Context: an optimization exercise on an open-source flow, tuned for small area, a short achievable clock period and few clock cycles. The choices shown serve that exercise and are no tape-out recipe. At most, simulation tests tie the RTL to the original design; equivalence was not proved. Power is estimated from default activity; no workload was simulated.

// pdm_decim
module pdm_decim (
    input  wire        clk,
    input  wire        rst,         
    input  wire [2:0]  cfg_ratio,   
    input  wire [1:0]  cfg_nch,     
    input  wire        cfg_bord,    
    input  wire [7:0]  cfg_gain,    
    input  wire        in_valid,
    output reg         in_ready,
    input  wire [7:0]  in_data,
    output reg         out_valid,
    input  wire        out_ready,
    output reg  [15:0] out_data,
    output reg  [1:0]  out_chan
);
clock: 12.0 ns
lec_check: 0
cap_margin: 20
core_margin: 2
core_utilization: 40
cts_buf_list: sky130_fd_sc_hd__clkbuf_4 sky130_fd_sc_hd__clkbuf_8
place_density: 0.6
slew_margin: 20
standard.sh (not shown) runs the stock make flow with config.mk's settings and CLKGATE_MAP_FILE= SYNTH_SCRIPT=/design/flow/synth_recipe.tcl, a recipe that flattens the netlist after the stock synthesis.
==> flow/flow/run.sh <==
#!/bin/bash
# Standard layout, with the resizer free to change a cell's footprint and a
# tighter timing-repair target (setup slack to reach at the design's period).
set -euo pipefail
bash standard.sh MATCH_CELL_FOOTPRINT=0 SETUP_SLACK_MARGIN=7 finish > standard_flow.log 2>&1
The first run finished with timing, DRC and antenna clean.
Edit:
Settings changed: CORE_UTILIZATION 40 to 55, CTS_BUF_LIST sky130_fd_sc_hd__clkbuf_4 sky130_fd_sc_hd__clkbuf_8 to unset, PLACE_DENSITY 0.6 to 0.75.
What happened: Global-route usage rose by 6.5 points; synthesized cell count is unchanged; critical path depth rose by 2; flip-flop and latch count does not change; fmax rises by 1.1%; worst hold slack barely changes.
No functional check of the RTL was part of any run of this note.

========
## v20
Another version of the RTL of pdm_decim (not shown whole).
For scale: ~46 I/O pins.
==> flow/config.mk <==
export PLATFORM = sky130hd
export DESIGN_NAME = pdm_decim
export DESIGN_NICKNAME = pdm_decim
export VERILOG_FILES = /design/flow/design.v
export SDC_FILE = /design/flow/constraint.sdc
export NUM_CORES = 4
export LEC_CHECK = 0
export CAP_MARGIN = 20
export CORE_MARGIN = 2
export CORE_UTILIZATION = 55
export PLACE_DENSITY = 0.75
export SLEW_MARGIN = 20
==> flow/constraint.sdc <==
create_clock -name core_clock -period 12.0 [get_ports {clk}]
set_input_delay 2.4000 -clock core_clock [delete_from_list [all_inputs] [get_ports {clk}]]
set_output_delay 2.4000 -clock core_clock [all_outputs]
set_load 0.01 [all_outputs]
==> flow/flow/run.sh <==
#!/bin/bash
# Standard layout, with the resizer free to change a cell's footprint and a
# tighter timing-repair target (setup slack to reach at the design's period).
set -euo pipefail
bash standard.sh MATCH_CELL_FOOTPRINT=0 SETUP_SLACK_MARGIN=8 finish > standard_flow.log 2>&1
v20 finished all stages; the layout is clean.
Testbench counts of v20, summed over its fixed seeds: cycles 21,972.
diff inputs: v20 => v23
- changing PLACE_DENSITY from 0.75 to 0.85
- changing CORE_UTILIZATION from 55 to 65
--- a/flow/flow/run.sh
+++ b/flow/flow/run.sh
@@ -4,2 +4,2 @@
 set -euo pipefail
-bash standard.sh MATCH_CELL_FOOTPRINT=0 SETUP_SLACK_MARGIN=8 finish > standard_flow.log 2>&1
+bash standard.sh MATCH_CELL_FOOTPRINT=0 SETUP_SLACK_MARGIN=7.5 finish > standard_flow.log 2>&1
--- outcome ---
In v23 the post-placement worst setup slack turned out 0.14 ns lower than in v20.
Comparing v20 and v23, maximum clock frequency is lower on v23.
Reported for v20 and v23, count of flip-flops with a built-in enable after synthesis turned out identical to the last digit.
v23 ended with less clock latency on the worst-skew pair than v20.
v23 finished every stage and its layout cleared the timing, DRC and antenna checks.
| met2 demand-to-capacity share in global routing | v23 vs v20 | 9.0 points higher |
v23 vs v20: number of inserted filler cells in the final layout down in v23
Compared with v20, v23 shows a lower worst path setup slack after routing.

========
pdm_decim, a different RTL version from the one above (not shown whole).
Size in the first run: roughly 5900 cells after synthesis, ~1200 flip-flops, roughly 71000 um2 of cells after synthesis.
==> flow/config.mk <==
export PLATFORM = sky130hd
export DESIGN_NAME = pdm_decim
export DESIGN_NICKNAME = pdm_decim
export VERILOG_FILES = /design/flow/design.v
export SDC_FILE = /design/flow/constraint.sdc
export NUM_CORES = 4
export LEC_CHECK = 0
export CAP_MARGIN = 20
export CORE_MARGIN = 2
export CORE_UTILIZATION = 55
export PLACE_DENSITY = 0.75
export SLEW_MARGIN = 20
==> flow/constraint.sdc <==
create_clock -name core_clock -period 12.0 [get_ports {clk}]
set_input_delay 2.4000 -clock core_clock [delete_from_list [all_inputs] [get_ports {clk}]]
set_output_delay 2.4000 -clock core_clock [all_outputs]
set_load 0.01 [all_outputs]
==> flow/flow/run.sh <==
#!/bin/bash
# Standard layout, with the resizer free to change a cell's footprint and a
# tighter timing-repair target (setup slack to reach at the design's period).
set -euo pipefail
bash standard.sh MATCH_CELL_FOOTPRINT=0 SETUP_SLACK_MARGIN=7.5 finish > standard_flow.log 2>&1
Testbench counts at the start, summed over its fixed seeds: cycles 21,972.
Rerun with:
--- a/flow/flow/run.sh
+++ b/flow/flow/run.sh
@@ -5 +5 @@
-bash standard.sh MATCH_CELL_FOOTPRINT=0 SETUP_SLACK_MARGIN=7.5 finish > standard_flow.log 2>&1
+bash standard.sh MATCH_CELL_FOOTPRINT=0 SETUP_SLACK_MARGIN=7 finish > standard_flow.log 2>&1
=> Total power falls by 7.2%. Wire length falls by 1.7%. Final area falls by 2.5%.

========
Another version of the RTL of pdm_decim (not shown whole).
Size: roughly 1100 flip-flops, about 46 I/O pins, ~70000 um2 of cells after synthesis.
## pdm_decim
module pdm_decim (
    input  wire        clk,
    input  wire        rst,         
    input  wire [2:0]  cfg_ratio,   
    input  wire [1:0]  cfg_nch,     
    input  wire        cfg_bord,    
    input  wire [7:0]  cfg_gain,    
    input  wire        in_valid,
    output reg         in_ready,
    input  wire [7:0]  in_data,
    output reg         out_valid,
    input  wire        out_ready,
    output reg  [15:0] out_data,
    output reg  [1:0]  out_chan
);
    function [47:0] csa;
        input [23:0] a, b, c;
        csa = {{(a[22:0] & b[22:0]) | (a[22:0] & c[22:0]) | (b[22:0] & c[22:0]), 1'b0},
               a ^ b ^ c};
    endfunction
    function [51:0] csa26;
        input [25:0] a, b, c;
        csa26 = {{(a[24:0] & b[24:0]) | (a[24:0] & c[24:0]) | (b[24:0] & c[24:0]), 1'b0},
                 a ^ b ^ c};
    endfunction
    reg [1:0] c_nch;
    reg       c_bord;
    reg [7:0] c_gain;
    always @(posedge clk) begin
        c_nch   <= cfg_nch;
        c_bord  <= cfg_bord;
        c_gain  <= cfg_gain;
    end
    reg [7:0] c_oh;
    always @(posedge clk)
        c_oh <= 8'd1 << cfg_ratio;
  ...
Settings: LEC_CHECK=0, CAP_MARGIN=20, CORE_MARGIN=2, CORE_UTILIZATION=40, PLACE_DENSITY=0.6, SLEW_MARGIN=20; clock period 12.0 ns.
==> flow/flow/run.sh <==
#!/bin/bash
# Standard layout, with the resizer free to change a cell's footprint and a
# tighter timing-repair target (setup slack to reach at the design's period).
set -euo pipefail
bash standard.sh MATCH_CELL_FOOTPRINT=0 SETUP_SLACK_MARGIN=7 finish > standard_flow.log 2>&1
The starting point completed without violations.
Testbench counts at the start, summed over its fixed seeds: cycles 21,972.
Then changed:
==> flow/run.sh (new file) <==
#!/bin/bash
# synth_recipe.tcl (not shown) runs the flow's synth.tcl, then flattens the netlist and writes it again
# the make line also repeats each setting of config.mk as NAME=value (left out here)
make -C /OpenROAD-flow-scripts/flow DESIGN_CONFIG=/design/flow/config.mk WORK_HOME=/design/flow/orfs CLKGATE_MAP_FILE= SYNTH_SCRIPT=/design/flow/synth_recipe.tcl finish
ABC_CLOCK_PERIOD_IN_PS = 3500   (was unset)
SETUP_SLACK_MARGIN = 5   (was unset)
removed: flow/flow/run.sh
removed: flow/standard.sh
After rerunning:
- routed wire length fell by about 2.3%
- maximum frequency fell by about 20%
- final area fell by about 1.2%
- non-clock buffer count fell by 49
- global-route usage fell by 0.24 points
- final cell count fell by 0.61%
- area after synthesis stays the same

-- what the ideal ports hide --
No port has a modelled driver above. Below, the same layouts with a new extraction and two added sets of constraints.
Step 1 sets driving cells, clkbuf_16 on the clock port and buf_2 on the other inputs (assumed; they add their load-dependent delay and slew).
Step 2 times the ports against the registers' clock, not the clock port: input delays grow and output delays shrink by t, the midpoint of the rising clock arrivals with the driver on.
Slacks: ideal / step 1 / step 2; pairs: ideal / step 1.
| run | shift t [ns] | slack for setup (ns) | hold slack, ns | worst setup path at the end |
|---|---|---|---|---|
| the first run of note 1 | 1.030 | 6.713 / 6.713 / 6.557 | 0.420 / 0.420 / 0.420 | input to register |
| the second run of note 1 | 0.809 | 6.772 / 6.772 / 6.598 | 0.419 / 0.419 / 0.419 | input to register |
| v20 | 0.824 | 7.533 / 7.582 / 6.759 | 0.420 / 0.420 / 0.420 | input to register |
| v23 | 0.797 | 7.444 / 7.444 / 6.761 | 0.402 / 0.402 / 0.402 | input to register |
| the first run of note 3 | 0.838 | 7.397 / 7.397 / 6.846 | 0.387 / 0.387 / 0.387 | input to register |
| the second run of note 3 | 0.819 | 7.163 / 7.163 / 6.467 | 0.425 / 0.425 / 0.425 | input to register |
| the first run of note 4 | 0.858 | 7.052 / 7.052 / 6.905 | 0.410 / 0.410 / 0.410 | input to register |
| the second run of note 4 | 0.847 | 5.799 / 5.799 / 5.799 | 0.420 / 0.420 / 0.420 | register to register |
After both steps every run listed still meets setup and hold. For v20, which loses most, drivers alone change the setup slack by +0.049 ns; drivers and shift together by -0.774 ns.
